From an optimization exercise on the open Yosys and OpenROAD flow, aimed at small area and a short achievable clock period; shortcuts taken in it are not production practice.
Function was checked by simulation only, so behaviour that the tests miss may differ from the original.
No activity file was given, so power comes from the tool's default toggle rates.

==> flow/design.v (excerpt) <==
module midi_framer (
    input  wire       clk,
    input  wire       rst,           
    input  wire       in_valid,
    input  wire [7:0] in_byte,
    input  wire       step_en,       
    input  wire       desync_req,    
    output wire       msg_valid,
    output wire [7:0] msg_status,
    output wire [7:0] msg_d1,
    output wire [7:0] msg_d2,
    output wire [1:0] msg_len
);
For scale: roughly 560 flip-flops, roughly 40 I/O pins.
clock: 7.0 ns
lec_check: 0
cap_margin: 20
core_margin: 2
core_utilization: 50
cts_cluster_diameter: 80
cts_cluster_size: 25
place_density: 0.7
setup_slack_margin: 4.55
slew_margin: 20
run.sh (not shown) runs the stock make flow with config.mk's settings and CLKGATE_MAP_FILE= SYNTH_SCRIPT=/design/flow/synth_recipe.tcl, a recipe that flattens the netlist after the stock synthesis.
The starting point passed the timing, design-rule and antenna checks.
Edit:
- CORE_UTILIZATION: 50 -> 65
- PLACE_DENSITY: 0.7 -> 0.8
- SETUP_SLACK_MARGIN: 4.55 -> 4.6
=>
- final cell count came out lower by a few percent
- total power came out lower slightly
- sequential power is about the same
- maximum frequency barely changes
- die area came out lower by about a fifth
Edit:
- CORE_UTILIZATION: 65 -> 50
- CTS_CLUSTER_DIAMETER: 80 -> 70
- CTS_CLUSTER_SIZE: 25 -> 30
- PLACE_DENSITY: 0.8 -> 0.7
Design area came out higher slightly.
Global-route usage drops by 6.4 points.
Final cell count grows by a few percent.
Routed wire length goes down slightly.
Area after synthesis does not change.
Worst hold slack barely changes.
Edit:
- CORE_UTILIZATION: 50 -> 72
- CTS_CLUSTER_DIAMETER: 70 -> 80
- CTS_CLUSTER_SIZE: 30 -> 25
- PLACE_DENSITY: 0.7 -> 0.85
After rerunning:
- The new run completed without violations
- cell area decreases by about 2%
- non-clock buffer count is lower by 5
- die area drops by about 30%
- global-route usage goes up by 9.3 points
- combinational power stays flat
- worst hold slack stays flat
- setup slack degrades by 57 ps
- final cell count drops by 9.3%
- synthesized cell count does not change
- sequential share of layout area grows by 1.4 points
Edit:
- CORE_UTILIZATION: 72 -> 45
- PLACE_DENSITY: 0.85 -> 0.65
Result:
- first-iteration DRC count shrinks by about a fifth
- combinational power hardly moves
- routed wire length goes down slightly
- global-route usage is lower by 12 points
- sequential share of layout area drops by 1.1 points
- worst hold slack is better by 8.0 ps
- area after synthesis is unchanged
- final cell count goes up by about a fifth
- clock skew decreases by 11 ps
- total power climbs slightly
- final area is higher slightly

========
midi_framer again, from the RTL that the note above started with.
==> flow/config.mk <==
export PLATFORM = sky130hd
export DESIGN_NAME = midi_framer
export DESIGN_NICKNAME = midi_framer
export VERILOG_FILES = /design/flow/design.v
export SDC_FILE = /design/flow/constraint.sdc
export NUM_CORES = 4
export LEC_CHECK = 0
export CAP_MARGIN = 20
export CORE_MARGIN = 2
export CORE_UTILIZATION = 50
export CTS_CLUSTER_DIAMETER = 60
export CTS_CLUSTER_SIZE = 35
export PLACE_DENSITY = 0.7
export SETUP_SLACK_MARGIN = 4.8
export SLEW_MARGIN = 20
==> flow/constraint.sdc <==
create_clock -name core_clock -period 7.0 [get_ports {clk}]
set_input_delay 1.4000 -clock core_clock [delete_from_list [all_inputs] [get_ports {clk}]]
set_output_delay 1.4000 -clock core_clock [all_outputs]
set_load 0.01 [all_outputs]
Rerun with:
CORE_UTILIZATION = 55   (was 50)
CTS_CLUSTER_DIAMETER = 80   (was 60)
CTS_CLUSTER_SIZE = 25   (was 35)
PLACE_DENSITY = 0.72   (was 0.7)
SETUP_SLACK_MARGIN = 4.6   (was 4.8)
Result: Clock-buffer cell count climbs by 3; worst setup slack gets worse by 7.8 ps; power drops by 10%; sequential share of layout area climbs by 3.6 points; utilization climbs by 2.1 points; clock power drops by 19%; register-to-register slack gets worse by 50 ps; final area drops by 5.3%; via count drops by 4.5%; final cell count drops by 4.6%.
Rerun with:
CORE_UTILIZATION = 50   (was 55)
PLACE_DENSITY = 0.7   (was 0.72)
=> Setup slack loses 20 ps. Die area is higher by roughly a tenth. Hold slack gains 6.5 ps. Routed wire length is higher by a few percent. Critical path depth is unchanged. Synthesized cell count is unchanged. Via count is lower slightly. Global-route usage is lower by 1.6 points. Final cell count is higher slightly. Combinational power is higher by a few percent. Design area hardly moves.
Rerun with:
TNS_END_PERCENT = 0   (was not set)
Outcome:
- cell area decreases by 1.2%
- final cell count went down by 0.53%
- routed wire length shrinks by 2.6%
- critical path depth rose by 6

re-timing with driven ports:
In the flow no input, the clock included, has a driving cell. The finished layouts below were timed again as built, in two steps.
Step 1 assumes that a clkbuf_16 drives the clock port and a buf_2 every other input.
Step 2 moves the port delays by t, midway between the first and last clock arrival at a register: inputs arrive t later, outputs are due t later. That takes back most of the time a late clock gives input paths.
Three values: ideal, step 1, step 2; two values: the first two.
| run | t (ns) | setup slack, ns | hold WS [ns] | pins driven straight from the clock port |
|---|---|---|---|---|
| the first run of note 1 | 0.646 | 4.562 / 4.506 / 3.965 | 0.427 / 0.427 / 0.427 | 1 |
| the second run of note 1 | 0.615 | 4.556 / 4.537 / 4.107 | 0.431 / 0.431 / 0.431 | 1 |
| the third run of note 1 | 0.654 | 4.553 / 4.497 / 4.024 | 0.433 / 0.433 / 0.433 | 1 |
| the fourth run of note 1 | 0.623 | 4.495 / 4.495 / 3.908 | 0.432 / 0.432 / 0.432 | 1 |
| the fifth run of note 1 | 0.636 | 4.581 / 4.524 / 4.050 | 0.440 / 0.440 / 0.440 | 1 |
| the first run of note 2 | 0.615 | 4.584 / 4.533 / 4.202 | 0.427 / 0.427 / 0.427 | 1 |
| the second run of note 2 | 0.631 | 4.576 / 4.521 / 4.061 | 0.425 / 0.425 / 0.425 | 1 |
| the third run of note 2 | 0.633 | 4.556 / 4.505 / 4.026 | 0.431 / 0.431 / 0.431 | 1 |
| the fourth run of note 2 | 0.637 | 4.505 / 4.505 / 3.909 | 0.438 / 0.438 / 0.438 | 1 |
After both steps every run listed still meets setup and hold. The setup slack of the first run of note 1, which loses most, moves by -0.056 ns with the drivers and by -0.597 ns with both steps.
